This is an optimization exercise on Yosys and OpenROAD, whose aim is small area, a short achievable clock period and few clock cycles, not a production implementation.
In this exercise RTL edits were held to simulation tests only and were not proved equivalent to the original.
Power figures rest on the tool's default switching activity, not on a simulated workload.

## run 1
Design tim_decoder, start of the top module:
module tim_decoder (
    input  wire        clk,
    input  wire        rst,
    input  wire        start,
    input  wire [31:0] slen,
    input  wire [31:0] maxres,
    input  wire        cfg_allow_oob,
    input  wire        cfg_ignore_version,
    input  wire        cfg_first_row_only,
    output wire        idle,
    input  wire        s_valid,
    input  wire [7:0]  s_data,
    output reg         s_ready,
    output reg         p_valid,
    input  wire        p_ready,
    output reg  [31:0] p_argb,
    output reg         p_mask,
    output reg         done,
    output reg  [5:0]  reason,
    output reg  [1:0]  fmt,
    output reg  [17:0] width,
    output reg  [15:0] height,
    output reg  [4:0]  page,
    output reg  [7:0]  x_off,
    output reg  [7:0]  y_off,
    output reg         pal_stp
);
    localparam [5:0] R_OK          = 6'd0;
    localparam [5:0] R_TAG         = 6'd1;
    localparam [5:0] R_VERSION     = 6'd2;
    localparam [5:0] R_FMT_CODE    = 6'd3;
    localparam [5:0] R_CLUT_W      = 6'd4;
    localparam [5:0] R_CLUT_H      = 6'd5;
    localparam [5:0] R_PAL_MISSING = 6'd6;
    localparam [5:0] R_STRIDE_ZERO = 6'd7;
    localparam [5:0] R_HEIGHT_ZERO = 6'd8;
    localparam [5:0] R_WIDTH_LARGE = 6'd10;
    localparam [5:0] R_PAGE_RANGE  = 6'd11;
    localparam [5:0] R_HDR_TRUNC   = 6'd16;
  ...
Size in the first run: roughly 9600 cells after synthesis, about 4500 flip-flops, roughly 180 I/O pins.
clock: 14.0 ns
lec_check: 0
cap_margin: 20
core_margin: 2
core_utilization: 30
cts_cluster_diameter: 90
cts_cluster_size: 24
place_density: 0.5
slew_margin: 20
synth_memory_max_bits: 8192
standard.sh (not shown) runs the stock make flow with config.mk's settings and CLKGATE_MAP_FILE= SYNTH_SCRIPT=/design/flow/synth_recipe.tcl, a recipe that flattens the netlist after the stock synthesis.
==> flow/flow/run.sh <==
#!/bin/bash
# Layout flow: the standard ORFS flow (standard.sh), unchanged, except that
# - timing repair aims for a setup slack margin, so that paths end well inside
#   the clock period, and
# - the port buffers that the standard flow inserts are buf_4 cells.
# The SDC, clock period and all other steps are the standard ones.
set -euo pipefail
bash standard.sh SETUP_SLACK_MARGIN=9.4 "BUFFER_PORTS_ARGS=-buffer_cell sky130_fd_sc_hd__buf_4" finish > flow_make.log 2>&1
Testbench counts of run 1, summed over its fixed seeds: cycles 250,658.
> inputs changed (run 1 -> run 2)
==> flow/flow/run.sh <==
#!/bin/bash
# Layout flow: the standard ORFS flow (standard.sh), unchanged, except that
# - timing repair aims for a setup slack margin, so that paths end well inside
#   the clock period,
# - the port buffers that the standard flow inserts are buf_4 cells, and
# - clock tree synthesis adds no dummy loads.
# The SDC, clock period and all other steps are the standard ones.
set -euo pipefail
bash standard.sh SETUP_SLACK_MARGIN=9.4 \
  "BUFFER_PORTS_ARGS=-buffer_cell sky130_fd_sc_hd__buf_4" \
  "CTS_ARGS=-sink_clustering_enable -repair_clock_nets -sink_clustering_size 20 -sink_clustering_max_diameter 100 -dont_use_dummy_load" \
  finish > flow_make.log 2>&1
diff --git a/flow/config.mk b/flow/config.mk
--- a/flow/config.mk
+++ b/flow/config.mk
@@ -9,6 +9,6 @@
 export CORE_MARGIN = 2
 export CORE_UTILIZATION = 30
-export CTS_CLUSTER_DIAMETER = 90
-export CTS_CLUSTER_SIZE = 24
+export CTS_CLUSTER_DIAMETER = 100
+export CTS_CLUSTER_SIZE = 20
 export PLACE_DENSITY = 0.5
 export SLEW_MARGIN = 20
Results
The sequential share of layout area in run 2 was lower than what run 1 gave.
Area growth from synthesis to layout: run 2 > run 1
| post-route cell area | lower: run 1 |
Taking run 1 as the reference point, the power per cell area of run 2 rises by 2.3 nW/um2.
Run 2 against run 1: power in combinational cells ~0 delta, fraction of the core area covered by cells at the end of the flow ~0 delta.
Run 2: done, clean on timing, DRC and antenna
Share of the clock period used by the worst path essentially unchanged between run 2 and run 1.
Run 2 ends up with a hold slack that is 21 ps lower than in run 1.
Run 1 and run 2 ended up with roughly the same data arrival time of the worst path.
[run 2 vs run 1] non-clock buffer count: lower in run 2
[inputs] run 3 vs run 2
==> flow/flow/run.sh <==
#!/bin/bash
# Layout flow: the standard ORFS flow (standard.sh), unchanged, except that
# - timing repair aims for a setup slack margin, so that paths end well inside
#   the clock period, and
# - the port buffers that the standard flow inserts are buf_4 cells.
# The SDC, clock period and all other steps are the standard ones.
set -euo pipefail
bash standard.sh SETUP_SLACK_MARGIN=9.4 "BUFFER_PORTS_ARGS=-buffer_cell sky130_fd_sc_hd__buf_4" finish > flow_make.log 2>&1
Notes after the runs:
- Run 3 | stages: all done | timing, DRC, antenna: all pass
- [compare] base=run 2 new=run 3: via count did not really move; overall power consumption went up; hold slack went up; design area went up.
- In the reports for run 2 and run 3, the larger setup slack belongs to run 2.
Setup changes, run 3 to run 4
==> flow/flow/run.sh <==
#!/bin/bash
# Layout flow: the standard ORFS flow (standard.sh), unchanged, except that
# timing repair aims for a setup slack margin, so that paths end well inside
# the clock period. The SDC, clock period and all other steps are the standard ones.
set -euo pipefail
bash standard.sh SETUP_SLACK_MARGIN=9.4 finish > flow_make.log 2>&1
## What came out
- Higher non-clock buffer count was reported by run 4, not run 3.
- Comparing buffer share of cell area for run 3 and run 4, the smaller number came from run 3.
- The worst setup slack after layout in run 4 sits 68 ps below the value recorded for run 3.


violet:
Starting RTL as in the previous note.
## tim_decoder
module tim_decoder (
    input  wire        clk,
    input  wire        rst,
    input  wire        start,
    input  wire [31:0] slen,
    input  wire [31:0] maxres,
    input  wire        cfg_allow_oob,
    input  wire        cfg_ignore_version,
    input  wire        cfg_first_row_only,
    output wire        idle,
    input  wire        s_valid,
    input  wire [7:0]  s_data,
    output reg         s_ready,
    output reg         p_valid,
    input  wire        p_ready,
    output reg  [31:0] p_argb,
    output reg         p_mask,
    output reg         done,
    output reg  [5:0]  reason,
    output reg  [1:0]  fmt,
    output reg  [17:0] width,
    output reg  [15:0] height,
    output reg  [4:0]  page,
    output reg  [7:0]  x_off,
    output reg  [7:0]  y_off,
    output reg         pal_stp
);
    localparam [5:0] R_OK          = 6'd0;
    localparam [5:0] R_TAG         = 6'd1;
    localparam [5:0] R_VERSION     = 6'd2;
    localparam [5:0] R_FMT_CODE    = 6'd3;
    localparam [5:0] R_CLUT_W      = 6'd4;
    localparam [5:0] R_CLUT_H      = 6'd5;
    localparam [5:0] R_PAL_MISSING = 6'd6;
    localparam [5:0] R_STRIDE_ZERO = 6'd7;
    localparam [5:0] R_HEIGHT_ZERO = 6'd8;
    localparam [5:0] R_WIDTH_LARGE = 6'd10;
    localparam [5:0] R_PAGE_RANGE  = 6'd11;
    localparam [5:0] R_HDR_TRUNC   = 6'd16;
  ...
Settings: LEC_CHECK=0, CAP_MARGIN=20, CORE_MARGIN=2, CORE_UTILIZATION=30, PLACE_DENSITY=0.5, SLEW_MARGIN=20, SYNTH_MEMORY_MAX_BITS=8192; clock period 14.0 ns.
==> flow/flow/run.sh <==
#!/bin/bash
# Layout flow: the standard ORFS flow (standard.sh), unchanged, except that
# - timing repair aims for a setup slack margin, so that paths end well inside
#   the clock period,
# - the port buffers that the standard flow inserts are buf_4 cells, and
# - clock tree synthesis clusters up to 24 sinks within 90 um and adds no dummy loads.
# The SDC, clock period and all other steps are the standard ones.
set -euo pipefail
bash standard.sh SETUP_SLACK_MARGIN=9.7 \
  "BUFFER_PORTS_ARGS=-buffer_cell sky130_fd_sc_hd__buf_4" \
  "CTS_ARGS=-sink_clustering_enable -repair_clock_nets -sink_clustering_size 24 -sink_clustering_max_diameter 90 -dont_use_dummy_load" \
  finish > flow_make.log 2>&1
Testbench counts of violet, summed over its fixed seeds: cycles 250,658.
Input-level comparison between amber and violet:
Settings: CTS_CLUSTER_SIZE now 28, previously not set; CTS_CLUSTER_DIAMETER now 80, previously not set.
==> flow/flow/run.sh <==
#!/bin/bash
# Layout flow: the standard ORFS flow (standard.sh), unchanged, except that
# - timing repair aims for a setup slack margin, so that paths end well inside
#   the clock period, and
# - the port buffers that the standard flow inserts are buf_4 cells.
# The SDC, clock period and all other steps are the standard ones.
set -euo pipefail
bash standard.sh SETUP_SLACK_MARGIN=9.4 "BUFFER_PORTS_ARGS=-buffer_cell sky130_fd_sc_hd__buf_4" finish > flow_make.log 2>&1
Findings:
Critical path depth: amber vs violet identical
Compared with violet, in amber count of mapped cells out of synthesis neither gained nor lost much; count of antenna diodes in the layout lost 1.
Comparing amber and violet, the higher overall routed net length was measured on violet.
violet -> amber: finished layout cell area flat
amber ends up with a clock buffer count that is 15 higher than in violet.
Between violet and amber, the register share of the cell area figures differ only marginally.
| headroom to the max-slew limit | amber vs violet | better |
amber against violet: power per unit of standard cell area has increased; CTS clock-pin slew for the worst setup and hold paths has remained practically unchanged.

[afterwards: timing with drivers on the ports]
Ports are ideal in the flow. The routed layouts listed here were re-timed in OpenROAD. Step 1 (the two cells are an assumption about what drives the block):
set clk [get_ports {clk}]
set_driving_cell -lib_cell sky130_fd_sc_hd__clkbuf_16 $clk
set_driving_cell -lib_cell sky130_fd_sc_hd__buf_2 [delete_from_list [all_inputs] $clk]
Step 2 moves the port delays by t, midway between the first and last clock arrival at a register: inputs arrive t later, outputs are due t later. That takes back most of the time a late clock gives input paths. Three values: ideal ports, drivers, drivers and shift; two values: the first two.
run | shift t [ns] | setup slack, ns | worst setup path after step 2
run 1 | 1.034 | 9.498 / 9.389 / 9.063 | input to register
run 2 | 0.972 | 9.511 / 9.404 / 9.114 | input to register
run 3 | 0.997 | 9.500 / 9.394 / 9.088 | input to register
run 4 | 1.005 | 9.432 / 9.329 / 8.735 | input to register
violet | 1.010 | 9.479 / 9.368 / 9.211 | input to register
amber | 1.011 | 9.505 / 9.397 / 9.074 | input to register
After both steps every run listed still meets setup and hold. The setup slack of run 4, which loses most, moves by -0.103 ns with the drivers and by -0.697 ns with both steps.
